Source: an optimization exercise on an open RTL-to-GDS flow (aim: small area, a short achievable clock period and few clock cycles). Production flows keep margins and buffers that such runs may drop.
In this exercise RTL edits were held to simulation tests only and were not proved equivalent to the original.

==> flow/design.v <==
module qd_core (
    input  wire        clk,
    input  wire        rst,             
    input  wire        req_valid,
    output wire        req_ready,
    input  wire [31:0] req_value,
    input  wire [31:0] req_cursor,
    input  wire [31:0] req_capacity,
    output wire        wr_valid,
    output wire [31:0] wr_addr,
    output wire [15:0] wr_data,
    output wire [1:0]  wr_be,
    output wire        rsp_valid,
    output wire [31:0] rsp_cursor,
    output wire [3:0]  rsp_len,
    output wire        rsp_status
);
    function [3:0] stp;
        input [3:0] x;
        begin
            stp[3] = (x[1]) | (x[0] & x[3]);
            stp[2] = (~x[0] & ~x[1] & x[2]) | (x[0] & x[1] & x[2]);
            stp[1] = (x[0] & ~x[1] & ~x[3]) | (~x[0] & x[1]);
            stp[0] = (x[1] & ~x[2]) | (x[0] & ~x[1] & x[2]) | (~x[0] & x[3]);
        end
    endfunction
    function [3:0] dec;
        input [3:0] x;
        begin
            dec[3] = (x[0] & x[3]);
            dec[2] = (x[0] & ~x[1] & ~x[3]) | (~x[0] & x[3]);
            dec[1] = (x[0] & x[1] & ~x[3]) | (x[2]) | (~x[0] & x[1] & x[3]);
            dec[0] = (x[1] & ~x[3]) | (~x[1] & x[3]);
        end
    endfunction
    function [39:0] dd8;
        input [39:0] acc;
        input [7:0]  b;
        reg   [39:0] s, t;
        reg   [40:0] ext;
        integer i, d;
        begin
            s = acc;
            for (i = 0; i < 8; i = i + 1) begin
                ext = {s, b[7 - i]};
                for (d = 0; d < 10; d = d + 1)
                    if (d <= 7 || (d == 8 && i >= 2) || (d == 9 && i >= 5))
                        t[4*d +: 4] = stp({s[4*d +: 3], ext[4*d]});
                    else
                        t[4*d +: 4] = 4'd0;
                t[39] = 1'b0;        
                s = t;
            end
            dd8 = s;
        end
    endfunction
    reg         conv;        
    reg         beat;        
    reg         rsp;         
    reg         ready;       
    reg         st;          
    reg  [1:0]  cnt;         
    reg  [39:0] acc;         
    reg  [2:0]  p;           
    reg         single;      
    reg  [31:0] cur;         
    reg         half_ones;   
    function [39:0] flip;
        input [39:0] x;
        integer k;
        begin
            for (k = 0; k < 10; k = k + 1) flip[4*k +: 4] = x[36-4*k +: 4];
        end
    endfunction
    wire        cap_small = (req_capacity[31:4] == 28'd0) && (req_capacity[3:0] < 4'd10);
    wire        nz3     = |req_value[31:24];
    wire        nz2     = |req_value[23:16];
    wire        nz1     = |req_value[15:8];
    wire [1:0]  top     = nz3 ? 2'd3 : nz2 ? 2'd2 : nz1 ? 2'd1 : 2'd0;
    wire [7:0]  topbyte = nz3 ? req_value[31:24] : nz2 ? req_value[23:16] :
                          nz1 ? req_value[15:8]  : req_value[7:0];
    wire [23:0] low_bytes = {req_value[23:16] & {8{nz3}},
                             req_value[15:8]  & {8{nz3 | nz2}},
                             req_value[7:0]   & {8{nz3 | nz2 | nz1}}};
    wire        small_ge10  = (req_value[7:0] >= 8'd10);
    wire        small_ge100 = (req_value[7:0] >= 8'd100);
    wire [7:0]  nxt_byte = ready ? topbyte :
                           (cnt == 2'd3) ? acc[23:16] : (cnt == 2'd2) ? acc[15:8] : acc[7:0];
    wire [39:0] acc_dig  = {acc[39:24] & {16{~ready}},
                            acc[23:16] & {8{~ready & (cnt != 2'd3)}},
                            acc[15:8]  & {8{~ready & (cnt == 2'd1)}},
                            acc[7:0]};
    wire [39:0] dig_step = dd8(flip(acc_dig), nxt_byte);
    wire [39:0] acc_dd   = flip(dig_step);
    wire [39:0] acc_step = {acc_dd[39:16],
                            (cnt == 2'd3) ? acc[15:8] : acc_dd[15:8],
                            (cnt != 2'd1) ? acc[7:0]  : acc_dd[7:0]};
    wire        pz4 = |dig_step[39:32];
    wire        pz3 = |dig_step[31:24];
    wire        pz2 = |dig_step[23:16];
    wire        pz1 = |dig_step[15:8];
    wire [2:0]  p_step = pz4 ? 3'd4 : pz3 ? 3'd3 : pz2 ? 3'd2 : pz1 ? 3'd1 : 3'd0;
    wire        odd_step = pz4 ? ~|dig_step[39:36] : pz3 ? ~|dig_step[31:28] :
                           pz2 ? ~|dig_step[23:20] : pz1 ? ~|dig_step[15:12] :
                           ~|dig_step[7:4];
    wire [39:0] dig = flip(acc);
    wire [9:0]  nzd;
    genvar gk;
    generate
        for (gk = 0; gk < 10; gk = gk + 1) begin : g_nz
            assign nzd[gk] = |dig[4*gk +: 4];
        end
    endgenerate
    wire [3:0]  len = nzd[9] ? 4'd10 : nzd[8] ? 4'd9 : nzd[7] ? 4'd8 : nzd[6] ? 4'd7 :
                      nzd[5] ? 4'd6  : nzd[4] ? 4'd5 : nzd[3] ? 4'd4 : nzd[2] ? 4'd3 :
                      nzd[1] ? 4'd2  : 4'd1;
    reg  [7:0]  pair;
    always @(*) begin
        case (p)
            3'd4:    pair = dig[39:32];
            3'd3:    pair = dig[31:24];
            3'd2:    pair = dig[23:16];
            3'd1:    pair = dig[15:8];
            default: pair = dig[7:0];
        endcase
    end
    wire [1:0]  step_len = beat ? (single ? 2'd1 : 2'd2) : 2'd0;
    wire        inc_c1   = cur[0] & step_len[0];
    wire        inc_h1   = cur[1] ^ step_len[1];
    wire        inc_c2   = (cur[1] & step_len[1]) | (inc_h1 & inc_c1);
    wire [31:0] cur_next;
    assign cur_next[0] = cur[0] ^ step_len[0];
    assign cur_next[1] = inc_h1 ^ inc_c1;
    genvar gi;
    generate
        for (gi = 2; gi < 32; gi = gi + 1) begin : g_inc
            if (gi == 2) begin : g_first
                assign cur_next[gi] = cur[gi] ^ inc_c2;
            end else if (gi <= 18) begin : g_low
                assign cur_next[gi] = cur[gi] ^ (inc_c2 & (&cur[gi-1:2]));
            end else begin : g_high
                assign cur_next[gi] = cur[gi] ^ (inc_c2 & half_ones & (&cur[gi-1:18]));
            end
        end
    endgenerate
    assign req_ready  = ready;
    assign wr_valid   = beat & ~rst;
    assign wr_addr    = cur;
    assign wr_data    = {4'h3, dec(pair[3:0]), 4'h3, dec(single ? pair[3:0] : pair[7:4])};
    assign wr_be      = {~single, 1'b1};
    assign rsp_valid  = rsp & ~rst;
    assign rsp_cursor = cur_next;
    assign rsp_len    = st ? 4'd0 : len;
    assign rsp_status = st;
    wire accept = req_valid & ready;
    always @(posedge clk) begin
        cur       <= accept ? req_cursor : cur_next;
        half_ones <= accept ? &req_cursor[17:2] : &cur_next[17:2];
        cnt       <= accept ? top : cnt - 2'd1;
        if (accept) begin
            p      <= {2'd0, small_ge100};
            single <= ~small_ge10 | small_ge100;
        end else if (conv) begin
            p      <= p_step;
            single <= odd_step;
        end else begin
            p      <= p - 3'd1;
            single <= 1'b0;
        end
    end
    always @(posedge clk) begin
        if (accept) begin
            st  <= cap_small;
            acc <= {acc_dd[39:24], low_bytes};
        end else if (conv) begin
            acc <= acc_step;
        end
    end
    always @(posedge clk) begin
        if (rst) begin
            conv  <= 1'b0;
            beat  <= 1'b0;
            rsp   <= 1'b0;
            ready <= 1'b1;
        end else if (accept) begin
            conv  <= ~cap_small & (top != 2'd0);
            beat  <= ~cap_small & (top == 2'd0);
            rsp   <= cap_small | ((top == 2'd0) & ~small_ge100);
            ready <= cap_small | ((top == 2'd0) & ~small_ge100);
        end else if (conv) begin
            conv  <= (cnt != 2'd1);
            beat  <= (cnt == 2'd1);
            rsp   <= (cnt == 2'd1) & (p_step == 3'd0);
            ready <= (cnt == 2'd1) & (p_step == 3'd0);
        end else if (beat) begin
            beat  <= (p != 3'd0);
            rsp   <= (p == 3'd1);
            ready <= (p[2:1] == 2'd0);
        end else begin
            rsp   <= 1'b0;
            ready <= 1'b1;
        end
    end
endmodule
==> flow/flow/run.sh <==
#!/bin/bash
# Layout flow: the standard synthesis and layout (standard.sh), with two
# changes to how the layout is made:
#  - the port buffers that global placement inserts are buf_1 cells rather
#    than the delay-buffer cells buffer_ports picks on its own;
set -euo pipefail
export BUFFER_PORTS_ARGS="-buffer_cell sky130_fd_sc_hd__buf_1"
export SETUP_SLACK_MARGIN="${QD_SETUP_MARGIN:-9.25}"
bash standard.sh synth > log_synth.txt 2>&1
bash standard.sh floorplan > log_floorplan.txt 2>&1
bash standard.sh place > log_place.txt 2>&1
bash standard.sh cts > log_cts.txt 2>&1
bash standard.sh route > log_route.txt 2>&1
bash standard.sh finish > log_finish.txt 2>&1
==> flow/standard.sh <==
#!/bin/bash
# synth_recipe.tcl (not shown) runs the flow's synth.tcl, then flattens the netlist and writes it again
# the make line also repeats each setting of config.mk as NAME=value (left out here)
make -C /OpenROAD-flow-scripts/flow DESIGN_CONFIG=/design/flow/config.mk WORK_HOME=/design/flow/orfs CLKGATE_MAP_FILE= SYNTH_SCRIPT=/design/flow/synth_recipe.tcl "${@:-finish}"
==> flow/config.mk <==
export PLATFORM = sky130hd
export DESIGN_NAME = qd_core
export DESIGN_NICKNAME = qd_core
export VERILOG_FILES = /design/flow/design.v
export SDC_FILE = /design/flow/constraint.sdc
export NUM_CORES = 4
export LEC_CHECK = 0
export ABC_AREA = 1
export CAP_MARGIN = 20
export CORE_MARGIN = 2
export CORE_UTILIZATION = 40
export CTS_BUF_LIST = sky130_fd_sc_hd__clkbuf_8
export CTS_CLUSTER_SIZE = 30
export SLEW_MARGIN = 20
==> flow/constraint.sdc <==
create_clock -name core_clock -period 16.0 [get_ports {clk}]
set_input_delay 3.2000 -clock core_clock [delete_from_list [all_inputs] [get_ports {clk}]]
set_output_delay 3.2000 -clock core_clock [all_outputs]
set_load 0.01 [all_outputs]
==> metrics.md, run 1 <==
| Metric | Value |
|---|---|
| Status | `no timing/DRC/antenna violations` |
| Final setup vio count | `0` |
| DR iter-0 viols | `701` |
| Post-Synthesis Cell Area | `0.00943 mm2` |
| FF-to-FF End | `rsp` |
| Post-Syn Instances | `1648` |
| Die Footprint | `0.0248 mm2` |
| Gr usage total | `23.5%` |
| Placed instance area | `0.0104 mm2` |
| CTS buffer count | `9` |
| Detailed Route WL | `29600 um` |
| Filler Cell Count | `2510` |
| Fin. Hold Viols | `0` |
| Antenna-violating nets left | `0` |
| Min-Delay Path Class | `register to register` |
| Drt pass-1 iters | `5` |
| Hold Path Stages | `1` |
| Buf/Inv on CP | `2` |
| Cells on worst reg2reg path | `30` |
| Warnings, synthesis | `1` |
| Final Cycle Share | `42.0%` |
| Final TNS setup | `0 ns` |
| Max incr delay on CP | `0.14 ns` |
| Crit-path max FO | `4` |
| Sequential element share of the synthesized area | `22.2%` |
| Core region area | `0.0233 mm2` |
| H-tree levels | `3` |
| Worst-margin pin slew | `1.03 ns` |
| Rel. slew slack | `29.6%` |
| Syn-to-layout area delta | `18.8%` |
| Critical path endpoint category | `output pin` |
| Clock sink count | `84` |
| Share of layout cells above drive strength 1 | `14.5%` |
| Req. time, crit path | `12.80 ns` |
| Vias in the first global route | `9764` |
| Die W | `158 um` |
| Clock Path Buffers | `2` |
| DR WL/cell | `13.6 um` |
| Drt via density | `5.06` |
| Synthesized area per cell | `5.72 um2` |
| Initial antenna violation count | `1` |
| Worst Hold Path EP | `cnt[0]` |
| Setup CP Type | `input port to output pin` |
| Gpl congestion | `0.943` |
| Register bit count reported by yosys | `84` |
| I/O Pins | `189` |
| Worst-skew pair later-pin latency | `0.38 ns` |
| Minimum clock period | `6.72 ns` |
| CTS tree | `built` |
| CTS Hold Buffers Added | `0` |
| Worst-path clk slew | `0.09 ns` |
| Ys flop type | `dfxtp_1` |
| Most common cell after layout, fill and taps aside | `nand2_1` |
| Final HPWL from detailed placement | `24200 um` |
| Worst Skew | `0.0122 ns` |
| PortBufs | `178` |
| Fin area | `0.0112 mm2` |
| Unrepaired setup endpoints after global routing | `true` |
| R2r setup slk | `11.35 ns` |
| Netlist cell types | `63` |
| Achievable Freq | `149 MHz` |
| Hold Crit Start | `cnt[0]` |
| Vias | `10975` |
| Starting Density | `40.4%` |
| Max Slew Vio Count | `0` |
| Crit path launch type | `input port` |
| Critical Path Slowest Stage Cell | `buf_2` |
| Aggregate global routing overflow | `0` |
| Reg2reg start | `ready` |
| Largest net degree at the start of global routing | `51` |
| Worst Path Arrival | `3.52 ns` |
| CP cell instances | `buf_6, nor2_1, buf_2` |
| Most frequent cells in the layout | `nand2_1, inv_1, buf_1, nor2_1, nand3_1` |
| Global-route wire length before repair | `46300 um` |
| Number of synthesized flops with an enable pin | `41` |
| CP delay by family, top | `buffers and inverters` |
| Async SR Flop Fraction | `0%` |
| Die Y | `158 um` |
| Rows | `56` |
| Max Cap Viol | `0` |
| Clock root buffer | `clkbuf_8` |
| Fin Hold WS | `0.558 ns` |
| Layout Nets | `1954` |
| Residual DRC | `0` |
## worst reg2reg max path: cells and delay by family, from the launching register on
kind | cells | cell delay (ns)
flops | 1 | 0.95
buf+inv | 6 | 0.62
simple gates | 19 | 2.07
compound gates | 5 | 0.96
## per-layer routing
metal  wire, um  GRT usage [%]  vias up  share of wire (%)
met5          0              0        -                  0
li1           -              -     5669                  -
met1      12800           29.1     4902                 43
met2      13900           40.3      341                 47
met4       1050           9.39        0                3.5
met3       1850           4.16       63                6.2
## metrics by stage
| step | setup slack (ns) | utilization [%] | cells |
|---|---|---|---|
| after CTS | 9.19 | 45.8 | 2147 |
| after global placement | 8.84 | 44.6 | 2131 |
| final | 9.28 | 48.0 | 2169 |
| after detailed placement | 8.80 | 44.6 | 2131 |
| after global routing | 9.18 | 48.0 | 2168 |
| after floorplan | 9.43 | - | 1655 |
## what timing repair did
item	CTS	global route
pin swaps	2	25
endpoints found under the setup margin	15	34
gates resized for setup	24	103
gates cloned	0	0
setup buffers	0	20
## final cells by class
type / instances / area [um2] / area share (%)
repair buffers: 201 / 876 / 7.82
diodes: 1 / 2.50 / 0.0223
well taps: 319 / 399 / 3.56
flip-flops and latches: 84 / 2100 / 18.7
multi-input cells: 1260 / 6540 / 58.3
clock inverters: 5 / 57.6 / 0.514
clock buffers: 11 / 151 / 1.35
inverters: 288 / 1080 / 9.68
## sequential cells by signal (all words and copies together) (netlist names), 2 cells and up
register  cells
p             3
acc          40
cnt           2
cur          32
## cells in the mapped netlist (2+ instances only)
| master | instances | share of area, % |
|---|---|---|
| a211oi_1 | 5 | 0.40 |
| a21boi_0 | 3 | 0.24 |
| a21boi_1 | 3 | 0.24 |
| a21boi_2 | 2 | 0.24 |
| a21oi_1 | 47 | 2.5 |
| a21oi_2 | 14 | 1.3 |
| a221oi_1 | 6 | 0.56 |
| a22oi_1 | 2 | 0.16 |
| a22oi_2 | 2 | 0.27 |
| a31oi_1 | 3 | 0.20 |
| and2_1 | 4 | 0.27 |
| buf_4 | 9 | 0.72 |
| clkbuf_1 | 12 | 0.48 |
| clkinv_1 | 3 | 0.12 |
| conb_1 | 2 | 0.080 |
| dfxtp_1 | 43 | 9.1 |
| edfxtp_1 | 41 | 13 |
| ha_1 | 10 | 1.3 |
| inv_1 | 251 | 10 |
| inv_2 | 32 | 1.3 |
| nand2_1 | 548 | 22 |
| nand2_2 | 27 | 1.8 |
| nand3_1 | 115 | 6.1 |
| nand3_2 | 6 | 0.64 |
| nand3b_1 | 5 | 0.40 |
| nand4_1 | 25 | 1.7 |
| nor2_1 | 167 | 6.6 |
| nor2_2 | 29 | 1.9 |
| nor2_4 | 5 | 0.60 |
| nor3_1 | 7 | 0.37 |
| nor4_1 | 18 | 1.2 |
| o2111ai_1 | 2 | 0.19 |
| o211ai_1 | 13 | 1.0 |
| o21a_1 | 3 | 0.24 |
| o21ai_0 | 71 | 3.8 |
| o21ai_1 | 25 | 1.3 |
| o21ai_2 | 15 | 1.4 |
| o21bai_1 | 4 | 0.32 |
| o221ai_1 | 7 | 0.65 |
| o22ai_1 | 14 | 0.93 |
| or2_0 | 4 | 0.27 |
| or2_1 | 2 | 0.13 |
| xnor2_1 | 3 | 0.28 |
| xor2_1 | 20 | 1.9 |
## kinds of logic after synthesis
logic type	share of synthesized area, %
xor gates and xnor gates	2.14
buffers and inverters	12.9
other	0.0797
and+or+nand+nor	44.2
adders and majority gates	1.54
AOI/OAI and AO/OA	17.0
DFF	22.2
## worst max-delay path by stage
stage                        from             end  cells past startpoint
finish                        rst       rsp_valid                      3
global route        req_value[29]         acc[38]                     29
CTS                        single  rsp_cursor[31]                     21
detailed placement  req_value[23]          single                     33
global placement    req_value[23]          single                     33
floorplan                     rst       rsp_valid                      1
Testbench counts, summed over its fixed seeds: cycles 15,321.
==> run 2, diff against run 1 <==
--- a/flow/flow/run.sh
+++ b/flow/flow/run.sh
@@ -7,3 +7,3 @@
 export BUFFER_PORTS_ARGS="-buffer_cell sky130_fd_sc_hd__buf_1"
-export SETUP_SLACK_MARGIN="${QD_SETUP_MARGIN:-9.25}"
+export SETUP_SLACK_MARGIN="${QD_SETUP_MARGIN:-9.5}"
 bash standard.sh synth > log_synth.txt 2>&1
==> run 2 against run 1 <==
Clock skew grew 0.0045 ns. Register-to-register slack better by 0.39 ns. Global-route usage is 0.31 points higher. Routed wire length increased by 4.5%. Critical endpoint is now wr_valid.
==> metrics.md, run 2 <==
| Metric | Value |
|---|---|
| Most common cell in the netlist | `nand2_1` |
| Synthesized area per cell | `5.72 um2 (unchanged)` |
| Most frequent cells in the layout | `nand2_1, inv_1, buf_1, nor2_1, nand3_1` |
| Status | `no timing/DRC/antenna violations` |
| Vias in the first global route | `10005 (+2.5%)` |
| Warnings, synthesis | `1 (unchanged)` |
| Rel. slew slack | `31.2% (+1.6 points)` |
| CTS tree | `built` |
| Setup CP Type | `input port to output pin` |
| Ranking of synthesized cells by area | `nand2_1, edfxtp_1, inv_1` |
| Post-Syn Instances | `1648 (unchanged)` |
| Area leader, netlist | `nand2_1` |
| DR iter-0 viols | `676 (-3.6%)` |
| Drt via density | `5.03 (-0.66%)` |
| I/O Pins | `189 (unchanged)` |
| Critical Path Slowest Stage Cell | `buf_8` |
| Starting Density | `40.4% (unchanged)` |
| Most common cell after layout, fill and taps aside | `nand2_1` |
| Unrepaired setup endpoints after global routing | `true` |
| Max incr delay on CP | `0.11 ns (-0.03 ns)` |
| Antenna-violating nets left | `0 (unchanged)` |
| Regs by FF count | `acc x40, cur x32, p x3` |
| Initial antenna violation count | `0 (-1)` |
| Worst Path Arrival | `3.51 ns (about the same)` |
| Worst-path clk slew | `0.09 ns (about the same)` |
| Layout Nets | `1992 (+1.9%)` |
| Ys flop type | `dfxtp_1` |
| CP cell instances | `buf_8, nor2_4, buf_6` |
| Detailed Route WL | `30900 um (+4.5%)` |
| Syn-to-layout area delta | `29.6%` |
| Largest register FFs | `40 (unchanged)` |
| Aggregate global routing overflow | `0 (unchanged)` |
| CTS buffer count | `9 (unchanged)` |
| Die Footprint | `0.0248 mm2 (unchanged)` |
| Largest reg by FF count | `acc` |
| Die Y | `158 um (unchanged)` |
| Post-synth top area share | `21.8% (unchanged)` |
| Max Cap Viol | `0 (unchanged)` |
| Number of synthesized flops with an enable pin | `41 (unchanged)` |
| Req. time, crit path | `12.80 ns (about the same)` |
| Min-Delay Path Class | `register to register` |
| Final setup vio count | `0 (unchanged)` |
| Async SR Flop Fraction | `0% (unchanged)` |
| Core region area | `0.0233 mm2 (unchanged)` |
| Achievable Freq | `149 MHz (about the same)` |
| Crit path launch type | `input port` |
| Vias | `11088 (+1.0%)` |
| Worst Skew | `0.0166 ns (+0.00445 ns)` |
| Residual DRC | `0 (unchanged)` |
| Largest net degree at the start of global routing | `46 (-9.8%)` |
| DR WL/cell | `14.0 um (+2.8%)` |
| Final TNS setup | `0 ns (unchanged)` |
| Fin. Hold Viols | `0 (unchanged)` |
| Share of layout cells above drive strength 1 | `23.2% (+8.7 points)` |
| Post-Synthesis Cell Area | `0.00943 mm2 (unchanged)` |
| Clock Path Buffers | `2 (unchanged)` |
| Die W | `158 um (unchanged)` |
| Post-synth top cells | `nand2_1, inv_1, nor2_1` |
| Final Cycle Share | `42.0% (about the same)` |
| PortBufs | `178 (unchanged)` |
| Gr usage total | `23.8% (+0.31 points)` |
| Drt pass-1 iters | `5 (unchanged)` |
| Register bit count reported by yosys | `84 (unchanged)` |
| Critical path endpoint category | `output pin` |
| Rows | `56 (unchanged)` |
| Minimum clock period | `6.71 ns (-0.00477 ns)` |
| Crit-path max FO | `3 (-1)` |
| H-tree levels | `3 (unchanged)` |
| Max Slew Vio Count | `0 (unchanged)` |
| Fin Hold WS | `0.576 ns (+0.0180 ns)` |
| Worst-skew pair later-pin latency | `0.39 ns (about the same)` |
| Final HPWL from detailed placement | `24300 um (+0.42%)` |
| Gpl congestion | `0.924 (-2.0%)` |
| Clock root buffer | `clkbuf_8` |
| Netlist cell types | `63 (unchanged)` |
| Clock sink count | `84 (unchanged)` |
| CTS Hold Buffers Added | `0 (unchanged)` |
| Worst-margin pin slew | `1.03 ns (+0.00217 ns)` |
| Global-route wire length before repair | `47200 um (+2.0%)` |
| Sequential element share of the synthesized area | `22.2% (unchanged)` |
| ANT cells | `0 (-1)` |
run 2: metal layers:
metal  track usage, %  up-vias  wire, um
met1             29.5     4957     13300
met3             3.28       43      1680
met2             42.9      332     15300
met5                0        -         0
met4             6.62        0       624
li1                 -     5756         -
run 2: critical path: cells and delay by family:
kind / cells / cell delay, ns
buffers and inverters: 2 / 0.22
and+or+nand+nor: 1 / 0.10
run 2: what timing repair did:
| item | in CTS | in global routing |
|---|---|---|
| gates resized for setup | 64 | 277 |
| setup buffers | 15 | 43 |
| setup endpoints to repair | 37 | 41 |
| endpoints found under the hold margin | 0 | 0 |
| pin swaps | 16 | 97 |
run 2: metrics by stage:
stage / worst slack [ns] / area [um2] / instances / util [%]
finish: 9.29 / 12200 / 2206 / 52.3
floorplan: 9.52 / 9470 / 1655 / -
detailed placement: 8.73 / 10400 / 2132 / 44.7
global placement: 8.83 / 10400 / 2132 / 44.7
global route: 9.27 / 12200 / 2206 / 52.3
CTS: 9.25 / 11000 / 2163 / 47.1
run 2: worst paths after layout:
path                            startpoint        to  slack [ns]  depth (start not counted)
worst max register to register      cnt[0]       rsp       11.74                         33
worst min register to register      cnt[0]    cnt[0]        0.58                          1
worst min-delay path                cnt[0]    cnt[0]        0.58                          1
worst max-delay path                   rst  wr_valid        9.29                          3
run 2: logic make-up after synthesis:
logic type / synth area share (%)
buf+inv: 12.9
flops: 22.2
xor+xnor: 2.14
other cells: 0.0797
simple gates: 44.2
compound gates: 17.0
fa+ha+maj: 1.54
run 2: cell type report:
type	count	area, um2
multi-input cells	1260	7120
well taps	319	399
flip-flops and latches	84	2100
repair buffers	239	1280
clock buffers	9	124
fillers	2404	11100
clock inverters	7	106
inverters	288	1090
==> run 3, diff against run 2 <==
--- a/flow/flow/run.sh
+++ b/flow/flow/run.sh
@@ -7,3 +7,3 @@
 export BUFFER_PORTS_ARGS="-buffer_cell sky130_fd_sc_hd__buf_1"
-export SETUP_SLACK_MARGIN="${QD_SETUP_MARGIN:-9.5}"
+export SETUP_SLACK_MARGIN="${QD_SETUP_MARGIN:-8.75}"
 bash standard.sh synth > log_synth.txt 2>&1
==> run 3 against run 2 <==
Clock skew down 0.0044 ns. Critical path depth up 11. Setup slack worse by 0.21 ns. Critical path type is now register to output pin. Highest routed layer unchanged.
==> metrics.md, run 3 <==
| Metric | Value |
|---|---|
| Most common cell after layout, fill and taps aside | `nand2_1` |
| Worst Skew | `0.0123 ns (-0.00438 ns)` |
| Die Footprint | `0.0248 mm2 (unchanged)` |
| Largest register FFs | `40 (unchanged)` |
| Crit-path max FO | `11 (+8)` |
| Residual DRC | `0 (unchanged)` |
| Die W | `158 um (unchanged)` |
| Crit path launch type | `register` |
| DR iter-0 viols | `671 (-0.74%)` |
| Worst-skew pair later-pin latency | `0.38 ns (about the same)` |
| Final setup vio count | `0 (unchanged)` |
| Number of synthesized flops with an enable pin | `41 (unchanged)` |
| Antenna-violating nets left | `0 (unchanged)` |
| Final Cycle Share | `43.3% (+1.3 points)` |
| PortBufs | `178 (unchanged)` |
| Die Y | `158 um (unchanged)` |
| Placed instance area | `0.0104 mm2 (-0.24%)` |
| Warnings, synthesis | `1 (unchanged)` |
| CTS tree | `built` |
| Req. time, crit path | `12.80 ns (about the same)` |
| Share of layout cells above drive strength 1 | `9.44% (-14 points)` |
| Netlist cell types | `63 (unchanged)` |
| Post-Syn Instances | `1648 (unchanged)` |
| DR WL/cell | `13.4 um (-4.2%)` |
| Rows | `56 (unchanged)` |
| Area leader, netlist | `nand2_1` |
| Detailed Route WL | `28900 um (-6.5%)` |
| Final HPWL from detailed placement | `24200 um (-0.42%)` |
| Aggregate global routing overflow | `0 (unchanged)` |
| Drt via density | `5.02 (about the same)` |
| I/O Pins | `189 (unchanged)` |
| Vias | `10813 (-2.5%)` |
| Clock sink count | `84 (unchanged)` |
| Max Slew Vio Count | `0 (unchanged)` |
| Worst-margin pin slew | `1.02 ns (-0.0112 ns)` |
| Setup CP Type | `register to output pin` |
| Synthesized area per cell | `5.72 um2 (unchanged)` |
| Final TNS setup | `0 ns (unchanged)` |
| Layout Nets | `1937 (-2.8%)` |
| Gr usage total | `23.4% (-0.36 points)` |
| Initial antenna violation count | `1 (+1)` |
| Most common cell in the netlist | `nand2_1` |
| Largest reg by FF count | `acc` |
| Drt pass-1 iters | `5 (unchanged)` |
| Unrepaired setup endpoints after global routing | `false` |
| Register bit count reported by yosys | `84 (unchanged)` |
| Worst-path clk slew | `0.09 ns (about the same)` |
| Max Cap Viol | `0 (unchanged)` |
| Post-place setup slack | `8.80 ns (+0.0726 ns)` |
| Syn-to-layout area delta | `13.6%` |
| Fin area | `0.0107 mm2 (-12%)` |
| CTS buffer count | `9 (unchanged)` |
| Achievable Freq | `144 MHz (-3.0%)` |
| Clock root buffer | `clkbuf_8` |
| Rel. slew slack | `30.2% (-0.93 points)` |
| Gpl congestion | `0.943 (+2.0%)` |
| Critical path endpoint category | `output pin` |
| Post-synth top area share | `21.8% (unchanged)` |
| Fin Hold WS | `0.569 ns (-0.00757 ns)` |
| Fin. Hold Viols | `0 (unchanged)` |
| Core region area | `0.0233 mm2 (unchanged)` |
| Status | `no timing/DRC/antenna violations` |
| Most frequent cells in the layout | `nand2_1, inv_1, buf_1, nor2_1, nand3_1` |
| Post-synth top cells | `nand2_1, inv_1, nor2_1` |
| Ranking of synthesized cells by area | `nand2_1, edfxtp_1, inv_1` |
| Fin worst setup slack | `9.08 ns (-0.208 ns)` |
| Vias in the first global route | `9748 (-2.6%)` |
| Sequential element share of the synthesized area | `22.2% (unchanged)` |
| H-tree levels | `3 (unchanged)` |
| Minimum clock period | `6.92 ns (+0.208 ns)` |
| Filler Cell Count | `2554 (+6.2%)` |
| Post-Synthesis Cell Area | `0.00943 mm2 (unchanged)` |
| Clock Path Buffers | `2 (unchanged)` |
| Ys flop type | `dfxtp_1` |
| Async SR Flop Fraction | `0% (unchanged)` |
| Regs by FF count | `acc x40, cur x32, p x3` |
| Worst Path Arrival | `3.72 ns (+0.21 ns)` |
| Min-Delay Path Class | `register to register` |
| Largest net degree at the start of global routing | `51 (+11%)` |
| Global-route wire length before repair | `46200 um (-2.1%)` |
| Starting Density | `40.4% (unchanged)` |
run 3: worst max-delay path: stages, from the launching register on:
cell      delay (ns)
dfxtp_1         0.36
inv_1           0.10
ha_1            0.19
nand2_1         0.18
inv_1           0.17
nor4_1          0.48
inv_1           0.27
o211ai_1        0.18
o21ai_1         0.27
o21ai_0         0.47
nand2_1         0.10
inv_1           0.09
nor2_1          0.05
a221o_1         0.31
buf_1           0.13
run 3: final cells by class:
class | count | area [um2] | share of cell area [%]
Antenna cell | 1 | 2.50 | 0.0234
Clock buffer | 11 | 151 | 1.41
Clock inverter | 5 | 57.6 | 0.538
Inverter | 288 | 1080 | 10.1
Multi-Input combinational cell | 1260 | 6190 | 57.8
Sequential cell | 84 | 2100 | 19.6
Tap cell | 319 | 399 | 3.73
Timing Repair Buffer | 184 | 723 | 6.76
run 3: kinds of logic after synthesis:
kind of cell / synth area share (%)
flops: 22.2
other cells: 0.0797
compound gates: 17.0
simple gates: 44.2
fa+ha+maj: 1.54
xor+xnor: 2.14
buf+inv: 12.9
run 3: stage by stage:
step,utilization [%],cells
6_report,45.9,2152
5_1_grt,45.9,2151
4_1_cts,45.5,2147
3_5_place_dp,44.6,2131
3_3_place_gp,44.6,2131
2_1_floorplan,-,1655
run 3: what timing repair did:
| action | 4_1_cts | 5_1_grt |
|---|---|---|
| hold buffers | 0 | 0 |
| resized for setup | 2 | 15 |
| endpoints found under the setup margin | 2 | 6 |
| setup buffers | 0 | 3 |
| pin swaps | 0 | 3 |
| gates cloned | 0 | 0 |
run 3: routing by layer:
layer / up-vias / global-route usage (%) / wire length, um / share of wire [%]
met4: 0 / 9.39 / 1050 / 3.6
met2: 338 / 40.2 / 13300 / 46
li1: 5629 / - / - / -
met5: - / 0 / 0 / 0
met3: 63 / 4.16 / 1870 / 6.5
met1: 4783 / 29.1 / 12600 / 44
run 3: final timing paths:
check / startpoint / endpoint / slack [ns] / cells past startpoint
worst max-delay path: p[1] / wr_data[1] / 9.08 / 14
worst min-delay path: cnt[0] / cnt[0] / 0.57 / 1
worst min register to register: cnt[0] / cnt[0] / 0.57 / 1
worst max register to register: ready / p[0] / 11.27 / 27
==> run 4, diff against run 3 <==
--- a/flow/flow/run.sh
+++ b/flow/flow/run.sh
@@ -7,3 +7,3 @@
 export BUFFER_PORTS_ARGS="-buffer_cell sky130_fd_sc_hd__buf_1"
-export SETUP_SLACK_MARGIN="${QD_SETUP_MARGIN:-8.75}"
+export SETUP_SLACK_MARGIN="${QD_SETUP_MARGIN:-9.0}"
 bash standard.sh synth > log_synth.txt 2>&1
--- a/flow/config.mk
+++ b/flow/config.mk
@@ -14 +14,2 @@
 export SLEW_MARGIN = 20
+export TNS_END_PERCENT = 5
==> run 4 against run 3 <==
Routed wire length increased by 0.47%. Critical path depth decreased by 11. Synthesized cell count unchanged. First-iteration DRC count increased by 6.6%. Final area increased by 0.81%. Die area unchanged. Worst hold slack got worse by 0.0048 ns. Sequential share of layout area decreased by 0.16 points. Highest routed layer unchanged.
==> metrics.md, run 4 <==
| Metric | Value |
|---|---|
| Status | `no timing/DRC/antenna violations` |
| Rel. slew slack | `33.9% (+3.7 points)` |
| Worst Path Arrival | `3.67 ns (-0.05 ns)` |
| Min-Delay Path Class | `register to register` |
| Max incr delay on CP | `0.18 ns (-0.30 ns)` |
| Minimum clock period | `6.87 ns (-0.0522 ns)` |
| Rows | `56 (unchanged)` |
| Buf/Inv on CP | `2 (-3)` |
| Critical path endpoint category | `output pin` |
| Final Cycle Share | `42.9% (-0.33 points)` |
| R2r setup slk | `11.27 ns (about the same)` |
| Most common cell on crit path | `buf_1` |
| Drt pass-1 iters | `5 (unchanged)` |
| Worst-skew pair later-pin latency | `0.38 ns (about the same)` |
| Critical Path Slowest Stage Cell | `nor2_1` |
| Complex-gate fraction of the synthesized area | `16.9% (unchanged)` |
| Most common cell after layout, fill and taps aside | `nand2_1` |
| Async SR Flop Fraction | `0% (unchanged)` |
| Vias | `10835 (+0.20%)` |
| Largest net degree at the start of global routing | `51 (unchanged)` |
| Adder-cell share of the synthesized area | `1.54% (unchanged)` |
| Ranking of synthesized cells by area | `nand2_1, edfxtp_1, inv_1` |
| Syn-to-layout area delta | `14.5%` |
| Drt via density | `5.03 (+0.11%)` |
| Main combinational cell family by area after synthesis | `simple AND/OR/NAND/NOR gates` |
| Share of layout cells above drive strength 1 | `10.2% (+0.75 points)` |
| Post-synthesis mux area share | `0% (unchanged)` |
| Detailed-routed wire length on met2 | `13500 um (+1.3%)` |
| DRT met1 WL | `12700 um (+0.23%)` |
| WL met3 | `1830 um (-2.2%)` |
| Largest reg by FF count | `acc` |
| Initial antenna violation count | `1 (unchanged)` |
| Number of synthesized flops with an enable pin | `41 (unchanged)` |
| Final TNS setup | `0 ns (unchanged)` |
| I/O Pins | `189 (unchanged)` |
| Post-Syn Instances | `1648 (unchanged)` |
| PortBufs | `178 (unchanged)` |
| Aggregate global routing overflow | `0 (unchanged)` |
| Multi-input logic area | `0.00626 mm2 (+1.2%)` |
| Cells on worst reg2reg path | `29 (+7.4%)` |
| Regs by FF count | `acc x40, cur x32, p x3` |
| Largest register FFs | `40 (unchanged)` |
| Post-Synth Simple-Gate Area | `44.2% (unchanged)` |
| CP delay by family, top | `buffers and inverters` |
| Storage cell area | `0.00210 mm2 (unchanged)` |
| Vias in the first global route | `9761 (+0.13%)` |
| CTS buffer count | `9 (unchanged)` |
| Filler Cell Count | `2555 (+0.039%)` |
| Global-route wire length before repair | `46300 um (+0.13%)` |
| Clock root buffer | `clkbuf_8` |
| Post-synth top cells | `nand2_1, inv_1, nor2_1` |
| Fin. Hold Viols | `0 (unchanged)` |
| Register bit count reported by yosys | `84 (unchanged)` |
| Sequential element share of the synthesized area | `22.2% (unchanged)` |
| Final core utilization | `46.3% (+0.37 points)` |
| Die W | `158 um (unchanged)` |
| Warnings, synthesis | `1 (unchanged)` |
| DR WL/cell | `13.5 um (+0.38%)` |
| Ys flop type | `dfxtp_1` |
| Final setup vio count | `0 (unchanged)` |
| Worst-margin pin slew | `0.966 ns (-0.0539 ns)` |
| Synthesized area per cell | `5.72 um2 (unchanged)` |
| Setup CP Type | `input port to output pin` |
| Unrepaired setup endpoints after global routing | `true` |
| Most frequent cells in the layout | `nand2_1, inv_1, buf_1, nor2_1, nand3_1` |
| Netlist cell types | `63 (unchanged)` |
| Clock Path Buffers | `2 (unchanged)` |
| Die Footprint | `0.0248 mm2 (unchanged)` |
| Worst setup startpoint | `rst` |
| Max Slew Vio Count | `0 (unchanged)` |
| Worst Skew | `0.0130 ns (+0.000730 ns)` |
| Max layer used | `met4` |
| Gpl congestion | `0.943 (unchanged)` |
| CP cell instances | `buf_1, nor2_1, buf_1` |
| Reg2reg start | `ready` |
| Starting Density | `40.4% (unchanged)` |
| Core region area | `0.0233 mm2 (unchanged)` |
| Clock sink count | `84 (unchanged)` |
| Die Y | `158 um (unchanged)` |
| FF-to-FF End | `p[0]` |
| Worst-path clk slew | `0.09 ns (about the same)` |
| Crit path launch type | `input port` |
| Residual DRC | `0 (unchanged)` |
| Post-synth top area share | `21.8% (unchanged)` |
| Area leader, netlist | `nand2_1` |
| CP Depth | `3 (-11)` |
| Gr usage total | `23.5% (+0.031 points)` |
| CTS tree | `built` |
| Req. time, crit path | `12.80 ns (about the same)` |
| Detailed Route WL | `29000 um (+0.47%)` |
| Post-place setup slack | `8.80 ns (unchanged)` |
| Final HPWL from detailed placement | `24200 um (unchanged)` |
| Max Cap Viol | `0 (unchanged)` |
| Most common cell in the netlist | `nand2_1` |
| Layout Nets | `1939 (+0.10%)` |
| DR iter-0 viols | `715 (+6.6%)` |
| Crit path to | `wr_valid` |
| Antenna-violating nets left | `0 (unchanged)` |
| Post-Synthesis Cell Area | `0.00943 mm2 (unchanged)` |
| Hold Crit Start | `cnt[0]` |
| Fin worst setup slack | `9.13 ns (+0.0522 ns)` |
| Xor/xnor cell area share of the yosys netlist | `2.14% (unchanged)` |
| Crit-path max FO | `4 (-7)` |
| Achievable Freq | `146 MHz (+0.76%)` |
| H-tree levels | `3 (unchanged)` |
| Fin Hold WS | `0.564 ns (-0.00480 ns)` |
[run 4: cell counts after synthesis]
No cell type changed its count.
[run 4: worst min-delay path by stage]
| stage | to | depth (start not counted) |
|---|---|---|
| finish | cnt[0] | 1 |
| global route | cnt[0] | 1 |
| CTS | cnt[0] | 1 |
| detailed placement | cnt[0] | 1 |
| global placement | cnt[0] | 1 |
| floorplan | cnt[0] | 1 |
[run 4: routing by layer]
metal	up-vias	GRT usage, %
li1	5635	-
met1	4818	29.1
met2	321	40.2
met3	61	4.16
met4	0	9.39
met5	-	0
[run 4: cells by family after synthesis]
kind of cell / count (synthesis)
AO/OA/AOI/OAI: 250
XOR/XNOR: 23
adder cells (fa/ha/maj): 11
buffers and inverters: 311
flip-flops: 84
other: 2
AND/OR/NAND/NOR: 967
[run 4: area by class of cell]
class | count | area share [%]
inverters | 288 | 10.1
repair buffers | 186 | 6.84
clock buffers | 11 | 1.40
multi-input cells | 1260 | 58.0
diodes | 1 | 0.0232
well taps | 319 | 3.70
clock inverters | 5 | 0.533
flip-flops and latches | 84 | 19.4
[run 4: timing repair]
action | in CTS | in global routing
endpoints found under the setup margin | 4 | 19
resized for setup | 7 | 31
buffers inserted | 0 | 5
pin swaps | 0 | 5
hold buffers | 0 | 0
[run 4: worst reg2reg max path: cells and delay by family, from the launching register on]
kind	cells	cell delay, ns
AO/OA/AOI/OAI	3	0.40
buffers and inverters	2	0.51
flip-flops	1	0.95
AND/OR/NAND/NOR	24	2.75
[run 4: stage by stage]
| step | instances | instance area (um2) |
|---|---|---|
| 4_1_cts | 2147 | 10600 |
| 2_1_floorplan | 1655 | 9450 |
| 6_report | 2154 | 10800 |
| 3_3_place_gp | 2131 | 10400 |
| 5_1_grt | 2153 | 10800 |
| 3_5_place_dp | 2131 | 10400 |
==> run 5, diff against run 4 <==
--- a/flow/config.mk
+++ b/flow/config.mk
@@ -13,2 +13,3 @@
 export CTS_CLUSTER_SIZE = 30
+export PLACE_DENSITY = 0.8
 export SLEW_MARGIN = 20
==> run 5 against run 4 <==
Still clean. Final area hardly changed. Setup slack gained 0.012 ns. Area after synthesis did not move. Worst hold slack better by 0.017 ns.
==> metrics.md, run 5 <==
| Metric | Value |
|---|---|
| Residual DRC | `0 (unchanged)` |
| Gr usage total | `24.3% (+0.82 points)` |
| Layout Nets | `1939 (unchanged)` |
| Most common cell on crit path | `buf_1` |
| Minimum clock period | `6.86 ns (-0.0119 ns)` |
| Post-Synthesis Cell Area | `0.00943 mm2 (unchanged)` |
| Fin. Hold Viols | `0 (unchanged)` |
| Rows | `56 (unchanged)` |
| CTS tree | `built` |
| Max incr delay on CP | `0.16 ns (-0.02 ns)` |
| Final HPWL from detailed placement | `25200 um (+4.0%)` |
| Netlist cell types | `63 (unchanged)` |
| I/O Pins | `189 (unchanged)` |
| Syn-to-layout area delta | `14.5% (about the same)` |
| Sequential element share of the synthesized area | `22.2% (unchanged)` |
| Worst Skew | `0.0140 ns (+0.000974 ns)` |
| Number of synthesized flops with an enable pin | `41 (unchanged)` |
| Initial antenna violation count | `0 (-1)` |
| Ranking of synthesized cells by area | `nand2_1, edfxtp_1, inv_1` |
| Post-Syn Instances | `1648 (unchanged)` |
| Critical path endpoint category | `output pin` |
| Req. time, crit path | `12.80 ns (about the same)` |
| CTS Hold Buffers Added | `0 (unchanged)` |
| Detailed Route WL | `30400 um (+4.7%)` |
| Antenna-violating nets left | `0 (unchanged)` |
| Async SR Flop Fraction | `0% (unchanged)` |
| Clock sink count | `84 (unchanged)` |
| Unrepaired setup endpoints after global routing | `true` |
| Regs by FF count | `acc x40, cur x32, p x3` |
| Ys flop type | `dfxtp_1` |
| Crit path launch type | `input port` |
| Achievable Freq | `146 MHz (+0.17%)` |
| Vias in the first global route | `10327 (+5.8%)` |
| Vias | `11191 (+3.3%)` |
| Register bit count reported by yosys | `84 (unchanged)` |
| Max Cap Viol | `0 (unchanged)` |
| Min-Delay Path Class | `register to register` |
| Status | `no timing/DRC/antenna violations` |
| Worst-path clk slew | `0.09 ns (about the same)` |
| CP cell instances | `buf_1, nor2_1, buf_1` |
| Worst-margin pin slew | `1.09 ns (+0.119 ns)` |
| Synthesized area per cell | `5.72 um2 (unchanged)` |
| Most common cell in the netlist | `nand2_1` |
| Global-route wire length before repair | `48000 um (+3.8%)` |
| Post-synth top area share | `21.8% (unchanged)` |
| Critical Path Slowest Stage Cell | `buf_1` |
| Fin Hold WS | `0.581 ns (+0.0170 ns)` |
| Met3 Use GR | `3.33% (-0.83 points)` |
| Met2 GRT Util | `43.8% (+3.5 points)` |
| Global route hottest layer | `met2` |
| Largest reg by FF count | `acc` |
| Starting Density | `40.4% (unchanged)` |
| Post-synth top cells | `nand2_1, inv_1, nor2_1` |
| Worst-skew pair later-pin latency | `0.39 ns (about the same)` |
| Largest net degree at the start of global routing | `52 (+2.0%)` |
| Worst Path Arrival | `3.66 ns (about the same)` |
| DR WL/cell | `14.1 um (+4.8%)` |
| Drt via density | `5.20 (+3.3%)` |
| PortBufs | `178 (unchanged)` |
| Final TNS setup | `0 ns (unchanged)` |
| Die Y | `158 um (unchanged)` |
| Most frequent cells in the layout | `nand2_1, inv_1, buf_1, nor2_1, nand3_1` |
| Final core utilization | `46.3% (about the same)` |
| Placed instance area | `0.0104 mm2 (unchanged)` |
| Largest register FFs | `40 (unchanged)` |
| Die Footprint | `0.0248 mm2 (unchanged)` |
| DR iter-0 viols | `789 (+10%)` |
| Most common cell after layout, fill and taps aside | `nand2_1` |
| Final setup vio count | `0 (unchanged)` |
| Clock Path Buffers | `2 (unchanged)` |
| Aggregate global routing overflow | `0 (unchanged)` |
| Setup CP Type | `input port to output pin` |
| H-tree levels | `3 (unchanged)` |
| Met1 usage | `28.6% (-0.49 points)` |
| Rel. slew slack | `26.8% (-7.1 points)` |
| Max Slew Vio Count | `0 (unchanged)` |
| Crit-path max FO | `4 (unchanged)` |
| Drt pass-1 iters | `6 (+1)` |
| Warnings, synthesis | `1 (unchanged)` |
| Fin area | `0.0108 mm2 (about the same)` |
| Gpl congestion | `0.935 (-0.88%)` |
| Clock root buffer | `clkbuf_8` |
| Area leader, netlist | `nand2_1` |
| Share of layout cells above drive strength 1 | `10.5% (+0.33 points)` |
| Die W | `158 um (unchanged)` |
| CTS buffer count | `9 (unchanged)` |
| Final Cycle Share | `42.9% (-0.075 points)` |
| Core region area | `0.0233 mm2 (unchanged)` |
| ANT cells | `0 (-1)` |
==> run 5: worst paths after layout <==
path               endpoint    from  cells past startpoint  slack [ns]
hold / removal       cnt[0]  cnt[0]                      1        0.58
setup reg to reg     single   ready                     30       11.31
setup / recovery  rsp_valid     rst                      3        9.14
hold reg to reg      cnt[0]  cnt[0]                      1        0.58
==> run 5: repair_timing <==
| item | in CTS | in global routing |
|---|---|---|
| setup buffers | 0 | 6 |
| pin swaps | 0 | 6 |
| endpoints found under the setup margin | 4 | 19 |
| resized for setup | 4 | 36 |
==> run 5: cell type report <==
type	count	area, um2
Fill cell	2425	12500
Multi-Input combinational cell	1260	6270
Sequential cell	84	2100
Inverter	288	1080
Timing Repair Buffer	186	731
Tap cell	319	399
Clock buffer	9	124
Clock inverter	7	88.8
==> run 5: layer usage <==
layer,vias up,part of all wire (%)
li1,5658,-
met1,4994,40
met2,459,48
met3,80,7.7
met4,0,4.3
met5,-,0
==> run 5: critical path, delay by kind of cell <==
family / cells / cell delay, ns
buffers and inverters: 2 / 0.31
AND/OR/NAND/NOR: 1 / 0.14
==> run 5: per-stage QoR <==
step,setup slack (ns),instances
6_report,9.14,2153
5_1_grt,8.82,2153
4_1_cts,9.00,2147
3_5_place_dp,8.89,2131
3_3_place_gp,8.97,2131
2_1_floorplan,9.43,1655
==> run 5: cell families (layout without fill, tap and decap cells) <==
| logic type | count (synthesis) | in the layout | synth area share [%] |
|---|---|---|---|
| DFF | 84 | 84 | 22.2 |
| AOI/OAI and AO/OA | 250 | 250 | 17.0 |
| other | 2 | 9 | 0.0797 |
| and+or+nand+nor | 967 | 967 | 44.2 |
| buffers and inverters | 311 | 490 | 12.9 |
| adders and majority gates | 11 | 11 | 1.54 |
| xor gates and xnor gates | 23 | 23 | 2.14 |
==> run 6, diff against run 5 <==
--- a/flow/config.mk
+++ b/flow/config.mk
@@ -10,6 +10,5 @@
 export CORE_MARGIN = 2
-export CORE_UTILIZATION = 40
+export CORE_UTILIZATION = 55
 export CTS_BUF_LIST = sky130_fd_sc_hd__clkbuf_8
 export CTS_CLUSTER_SIZE = 30
-export PLACE_DENSITY = 0.8
 export SLEW_MARGIN = 20
==> run 6 against run 5 <==
Still clean. Worst hold slack worse by 0.020 ns. Final area down 1.5%. Non-clock buffer count up 2. Critical path type unchanged.
==> metrics.md, run 6 <==
| Metric | Value |
|---|---|
| Status | `no timing/DRC/antenna violations` |
| Share of layout cells above drive strength 1 | `10.2% (-0.28 points)` |
| Die Y | `135 um (-14%)` |
| I/O Pins | `189 (unchanged)` |
| Non-Filler Instances | `2055 (-4.6%)` |
| CTS Hold Buffers Added | `0 (unchanged)` |
| Critical Path Slowest Stage Cell | `buf_1` |
| Most common cell in the netlist | `nand2_1` |
| Final HPWL from detailed placement | `23400 um (-7.0%)` |
| Area leader, netlist | `nand2_1` |
| H-tree levels | `3 (unchanged)` |
| Minimum clock period | `6.81 ns (-0.0450 ns)` |
| CP cell instances | `buf_1, nor2_1, buf_1` |
| Netlist cell types | `63 (unchanged)` |
| Core region area | `0.0166 mm2 (-29%)` |
| Syn-to-layout area delta | `12.8%` |
| Dpl cells | `2032 (-4.6%)` |
| Drt pass-1 iters | `5 (-1)` |
| Initial antenna violation count | `0 (unchanged)` |
| Worst-margin pin slew | `1.02 ns (-0.0630 ns)` |
| Post-synth top cells | `nand2_1, inv_1, nor2_1` |
| Worst Path Arrival | `3.61 ns (-0.05 ns)` |
| Gr usage total | `30.8% (+6.5 points)` |
| Post-Syn Instances | `1648 (unchanged)` |
| Ys flop type | `dfxtp_1` |
| Fin area | `0.0106 mm2 (-1.5%)` |
| Req. time, crit path | `12.80 ns (about the same)` |
| CTS buffer count | `9 (unchanged)` |
| Achievable Freq | `147 MHz (+0.66%)` |
| Worst-path clk slew | `0.08 ns (about the same)` |
| Starting Density | `56.6% (+16 points)` |
| Clock Path Buffers | `2 (unchanged)` |
| Drt via density | `5.28 (+1.5%)` |
| Placed instance area | `0.0103 mm2 (-1.2%)` |
| Sequential element share of the synthesized area | `22.2% (unchanged)` |
| Final Cycle Share | `42.6% (-0.28 points)` |
| Crit-path max FO | `4 (unchanged)` |
| Async SR Flop Fraction | `0% (unchanged)` |
| Gpl congestion | `0.982 (+5.0%)` |
| Global-route wire length before repair | `45000 um (-6.3%)` |
| Largest reg by FF count | `acc` |
| Post-place setup slack | `8.91 ns (+0.0144 ns)` |
| Ranking of synthesized cells by area | `nand2_1, edfxtp_1, inv_1` |
| Most common cell on crit path | `buf_1` |
| Worst Skew | `0.0124 ns (-0.00160 ns)` |
| PortBufs | `178 (unchanged)` |
| Post-synth top area share | `21.8% (unchanged)` |
| Most frequent cells in the layout | `nand2_1, inv_1, buf_1, nor2_1, nand3_1` |
| Die Footprint | `0.0182 mm2 (-27%)` |
| Register bit count reported by yosys | `84 (unchanged)` |
| Largest net degree at the start of global routing | `51 (-1.9%)` |
| Clock root buffer | `clkbuf_8` |
| Fin worst setup slack | `9.19 ns (+0.0450 ns)` |
| Aggregate global routing overflow | `0 (unchanged)` |
| Largest register FFs | `40 (unchanged)` |
| ANT cells | `0 (unchanged)` |
| Post-Synthesis Cell Area | `0.00943 mm2 (unchanged)` |
| Fin. Hold Viols | `0 (unchanged)` |
| Number of synthesized flops with an enable pin | `41 (unchanged)` |
| Min-Delay Path Class | `register to register` |
| Warnings, synthesis | `1 (unchanged)` |
| CTS tree | `built` |
| Regs by FF count | `acc x40, cur x32, p x3` |
| Rel. slew slack | `31.7% (+4.9 points)` |
| Setup CP Type | `input port to output pin` |
| Max Cap Viol | `0 (unchanged)` |
| Antenna-violating nets left | `0 (unchanged)` |
| Final TNS setup | `0 ns (unchanged)` |
| DR WL/cell | `13.8 um (-2.5%)` |
| Layout Nets | `1941 (+0.10%)` |
| Final setup vio count | `0 (unchanged)` |
| Detailed Route WL | `28300 um (-6.9%)` |
| Worst-skew pair later-pin latency | `0.38 ns (about the same)` |
| Most common cell after layout, fill and taps aside | `nand2_1` |
| Clock sink count | `84 (unchanged)` |
| Max Slew Vio Count | `0 (unchanged)` |
| Synthesized area per cell | `5.72 um2 (unchanged)` |
| Unrepaired setup endpoints after global routing | `true` |
| Rows | `47 (-16%)` |
| Vias in the first global route | `9743 (-5.7%)` |
| DR iter-0 viols | `595 (-25%)` |
| Vias | `10845 (-3.1%)` |
| Die W | `135 um (-14%)` |
| Critical path endpoint category | `output pin` |
| Residual DRC | `0 (unchanged)` |
| Crit path launch type | `input port` |
| Fin Hold WS | `0.561 ns (-0.0198 ns)` |
| Max incr delay on CP | `0.19 ns (+0.03 ns)` |
[run 6: metrics by stage]
stage,utilization (%)
6_report,63.9
5_1_grt,63.9
4_1_cts,63.0
3_5_place_dp,61.8
3_3_place_gp,61.8
2_1_floorplan,-
[run 6: worst paths after layout]
path	slack, ns	start	depth (start not counted)	end
setup / recovery	9.19	rst	3	wr_valid
hold / removal	0.56	cnt[0]	1	cnt[0]
setup reg to reg	11.36	ready	30	p[0]
hold reg to reg	0.56	cnt[0]	1	cnt[0]
[run 6: timing repair]
action	CTS	global route
resized for setup	3	28
setup endpoints to repair	3	19
buffers inserted	0	8
hold endpoints to repair	0	0
pin swaps	0	6
[run 6: kinds of logic after synthesis]
| kind of cell | synth area share [%] |
|---|---|
| and+or+nand+nor | 44.2 |
| buffers and inverters | 12.9 |
| AOI/OAI and AO/OA | 17.0 |
| DFF | 22.2 |
| xor gates and xnor gates | 2.14 |
| adders and majority gates | 1.54 |
| other | 0.0797 |
[run 6: final cells by class]
cell class	count	area, um2
fillers	1670	6010
repair buffers	188	746
multi-input cells	1260	6230
inverters	288	1080
clock buffers	9	124
clock inverters	6	73.8
well taps	220	275
flip-flops and latches	84	2100
[run 6: layer usage]
metal | up-vias | track usage (%) | routed length [um]
li1 | 5643 | - | -
met1 | 4817 | 38.6 | 12200
met2 | 336 | 54.7 | 13800
met3 | 49 | 4.24 | 1600
met4 | 0 | 9.24 | 720
met5 | - | 0 | 0
[run 6: worst max-delay path: cells and delay by family]
kind | cells | cell delay (ns)
buffers and inverters | 2 | 0.30
AND/OR/NAND/NOR | 1 | 0.11
==> run 7, diff against run 6 <==
--- a/flow/flow/run.sh
+++ b/flow/flow/run.sh
@@ -7,3 +7,3 @@
 export BUFFER_PORTS_ARGS="-buffer_cell sky130_fd_sc_hd__buf_1"
-export SETUP_SLACK_MARGIN="${QD_SETUP_MARGIN:-9.0}"
+export SETUP_SLACK_MARGIN="${QD_SETUP_MARGIN:-9.25}"
 bash standard.sh synth > log_synth.txt 2>&1
--- a/flow/config.mk
+++ b/flow/config.mk
@@ -10,3 +10,3 @@
 export CORE_MARGIN = 2
-export CORE_UTILIZATION = 55
+export CORE_UTILIZATION = 40
 export CTS_BUF_LIST = sky130_fd_sc_hd__clkbuf_8
==> run 7 against run 6 <==
Critical path depth is the same. Sequential share of layout area shrank 0.91 points. Final cell count grew 5.5%. Utilization shrank 16 points. Area after synthesis is the same. First-iteration DRC count grew 13%. Worst hold slack lost 0.0015 ns. Synthesized cell count is the same. Critical path type unchanged.
==> metrics.md, run 7 <==
| Metric | Value |
|---|---|
| Largest net degree at the start of global routing | `51 (unchanged)` |
| Worst-path clk slew | `0.09 ns (about the same)` |
| Most common cell in the netlist | `nand2_1` |
| Number of synthesized flops with an enable pin | `41 (unchanged)` |
| Vias | `10948 (+0.95%)` |
| Worst-margin pin slew | `1.03 ns (+0.00328 ns)` |
| Fin Hold WS | `0.560 ns (-0.00147 ns)` |
| Non-Filler Instances | `2168 (+5.5%)` |
| CP delay by family, top | `buffers and inverters` |
| DR WL/cell | `13.6 um (-0.89%)` |
| Ranking of synthesized cells by area | `nand2_1, edfxtp_1, inv_1` |
| Worst-skew pair later-pin latency | `0.38 ns (about the same)` |
| Final core utilization | `47.8% (-16 points)` |
| Register bit count reported by yosys | `84 (unchanged)` |
| Req. time, crit path | `12.80 ns (about the same)` |
| CTS buffer count | `9 (unchanged)` |
| Clock sink count | `84 (unchanged)` |
| I/O Pins | `189 (unchanged)` |
| Clock root buffer | `clkbuf_8` |
| Gpl congestion | `0.943 (-4.0%)` |
| Syn-to-layout area delta | `18.3%` |
| Final HPWL from detailed placement | `24200 um (+3.4%)` |
| Ys flop type | `dfxtp_1` |
| Die Y | `158 um (+17%)` |
| Reg2reg start | `ready` |
| CTS tree | `built` |
| Rows | `56 (+19%)` |
| Die W | `158 um (+17%)` |
| Critical Path Slowest Stage Cell | `clkbuf_2` |
| Fin. Hold Viols | `0 (unchanged)` |
| H-tree levels | `3 (unchanged)` |
| Synthesized area per cell | `5.72 um2 (unchanged)` |
| Aggregate global routing overflow | `0 (unchanged)` |
| Final Cycle Share | `42.4% (-0.18 points)` |
| Worst setup startpoint | `rst` |
| DR iter-0 viols | `674 (+13%)` |
| CP cell instances | `buf_2, nor2_1, clkbuf_2` |
| Warnings, synthesis | `1 (unchanged)` |
| Worst Path Arrival | `3.58 ns (-0.03 ns)` |
| Sequential element share of the synthesized area | `22.2% (unchanged)` |
| Final setup vio count | `0 (unchanged)` |
| Max Cap Viol | `0 (unchanged)` |
| Buf/Inv on CP | `2 (unchanged)` |
| Minimum clock period | `6.78 ns (-0.0288 ns)` |
| Global-route wire length before repair | `46300 um (+2.8%)` |
| Unrepaired setup endpoints after global routing | `true` |
| Detailed Route WL | `29600 um (+4.6%)` |
| Setup CP Type | `input port to output pin` |
| Worst Skew | `0.0138 ns (+0.00140 ns)` |
| Drt pass-1 iters | `5 (unchanged)` |
| Initial antenna violation count | `1 (+1)` |
| Crit path launch type | `input port` |
| Area leader, netlist | `nand2_1` |
| Layout Nets | `1953 (+0.62%)` |
| Starting Density | `40.4% (-16 points)` |
| Largest register FFs | `40 (unchanged)` |
| Regs by FF count | `acc x40, cur x32, p x3` |
| Crit-path max FO | `4 (unchanged)` |
| Achievable Freq | `147 MHz (+0.42%)` |
| Most common cell after layout, fill and taps aside | `nand2_1` |
| Post-synth top cells | `nand2_1, inv_1, nor2_1` |
| Placed instance area | `0.0104 mm2 (+1.2%)` |
| Post-place setup slack | `8.80 ns (-0.104 ns)` |
| Post-Syn Instances | `1648 (unchanged)` |
| Final TNS setup | `0 ns (unchanged)` |
| Max Slew Vio Count | `0 (unchanged)` |
| CTS Hold Buffers Added | `0 (unchanged)` |
| Min-Delay Path Class | `register to register` |
| Most frequent cells in the layout | `nand2_1, inv_1, buf_1, nor2_1, nand3_1` |
| Share of layout cells above drive strength 1 | `14.1% (+3.8 points)` |
| Async SR Flop Fraction | `0% (unchanged)` |
| Largest reg by FF count | `acc` |
| Core region area | `0.0233 mm2 (+40%)` |
| Netlist cell types | `63 (unchanged)` |
| Hold Crit Start | `cnt[0]` |
| Post-Synthesis Cell Area | `0.00943 mm2 (unchanged)` |
| Critical path endpoint category | `output pin` |
| Vias in the first global route | `9756 (+0.13%)` |
| Rel. slew slack | `29.8% (-1.9 points)` |
| Residual DRC | `0 (unchanged)` |
| Dpl cells | `2131 (+4.9%)` |
| Fin worst setup slack | `9.22 ns (+0.0288 ns)` |
| Status | `no timing/DRC/antenna violations` |
| Fin area | `0.0111 mm2 (+4.8%)` |
| Max incr delay on CP | `0.15 ns (-0.04 ns)` |
| Post-synth top area share | `21.8% (unchanged)` |
| Drt via density | `5.05 (-4.3%)` |
| Antenna-violating nets left | `0 (unchanged)` |
| Die Footprint | `0.0248 mm2 (+36%)` |
| PortBufs | `178 (unchanged)` |
| Clock Path Buffers | `2 (unchanged)` |
| Gr usage total | `23.5% (-7.3 points)` |
==> run 7: cell count changes in the layout (fill, tap and decap cells not counted), sizes merged <==
| cell | previous run | this run |
|---|---|---|
| buf | 186 | 199 |
| clkbuf | 11 | 12 |
| diode | 0 | 1 |
| inv | 286 | 285 |
==> run 7: logic make-up after synthesis <==
group,after synthesis,share of synthesized area [%]
xor+xnor,23,2.14
fa+ha+maj,11,1.54
other cells,2,0.0797
simple gates,967,44.2
flops,84,22.2
compound gates,250,17.0
buf+inv,311,12.9
==> run 7: what timing repair did <==
action                                  CTS  global route
setup buffers                             0            19
pin swaps                                 1            24
cloned                                    0             0
hold endpoints to repair                  0             0
endpoints found under the setup margin   15            40
resized for setup                        15            98
==> run 7: path summary, 6_finish.rpt <==
kind	end	slack [ns]	cells after the start
max	rsp_valid	9.22	3
min	cnt[0]	0.56	1
max reg2reg	rsp	11.34	26
min reg2reg	cnt[0]	0.56	1
==> run 7: area by class of cell <==
type,instances,area (um2)
Fill cell,2513,12200
Multi-Input combinational cell,1260,6500
Sequential cell,84,2100
Inverter,288,1080
Timing Repair Buffer,200,855
Tap cell,319,399
Clock buffer,11,151
Clock inverter,5,57.6
Antenna cell,1,2.50
==> run 7: per-layer routing <==
layer,vias to the layer above,wire length (um),GRT usage [%]
met5,-,0,0
met4,0,1000,8.87
met3,58,1800,4.43
met2,329,13800,40.2
met1,4899,12900,29.1
li1,5662,-,-

## separate check: timing with driven ports
How much do the figures lean on ideal ports? The routed layouts below were timed once more, with nothing changed but the port constraints.
Step 1 sets driving cells, clkbuf_16 on the clock port and buf_2 on the other inputs (assumed; they add their load-dependent delay and slew).
Step 2 moves the port delays by t, midway between the first and last clock arrival at a register: inputs arrive t later, outputs are due t later. That takes back most of the time a late clock gives input paths.
Three values: ideal ports, drivers, drivers and shift; two values: the first two.
run | t, ns | setup slack, ns | slew at the worst register clock pin (ns)
run 1 | 0.416 | 9.281 / 9.236 / 9.154 | 0.10 / 0.10
run 2 | 0.423 | 9.285 / 9.236 / 9.088 | 0.10 / 0.10
run 3 | 0.416 | 9.077 / 9.035 / 8.851 | 0.10 / 0.10
run 4 | 0.415 | 9.130 / 9.096 / 8.946 | 0.10 / 0.10
run 5 | 0.422 | 9.142 / 9.118 / 8.829 | 0.09 / 0.09
run 6 | 0.419 | 9.187 / 9.143 / 8.923 | 0.09 / 0.09
run 7 | 0.414 | 9.215 / 9.181 / 9.098 | 0.10 / 0.10
After both steps setup and hold are still met in every run listed. The setup slack of run 5, which loses most, moves by -0.024 ns with the drivers and by -0.313 ns with both steps.
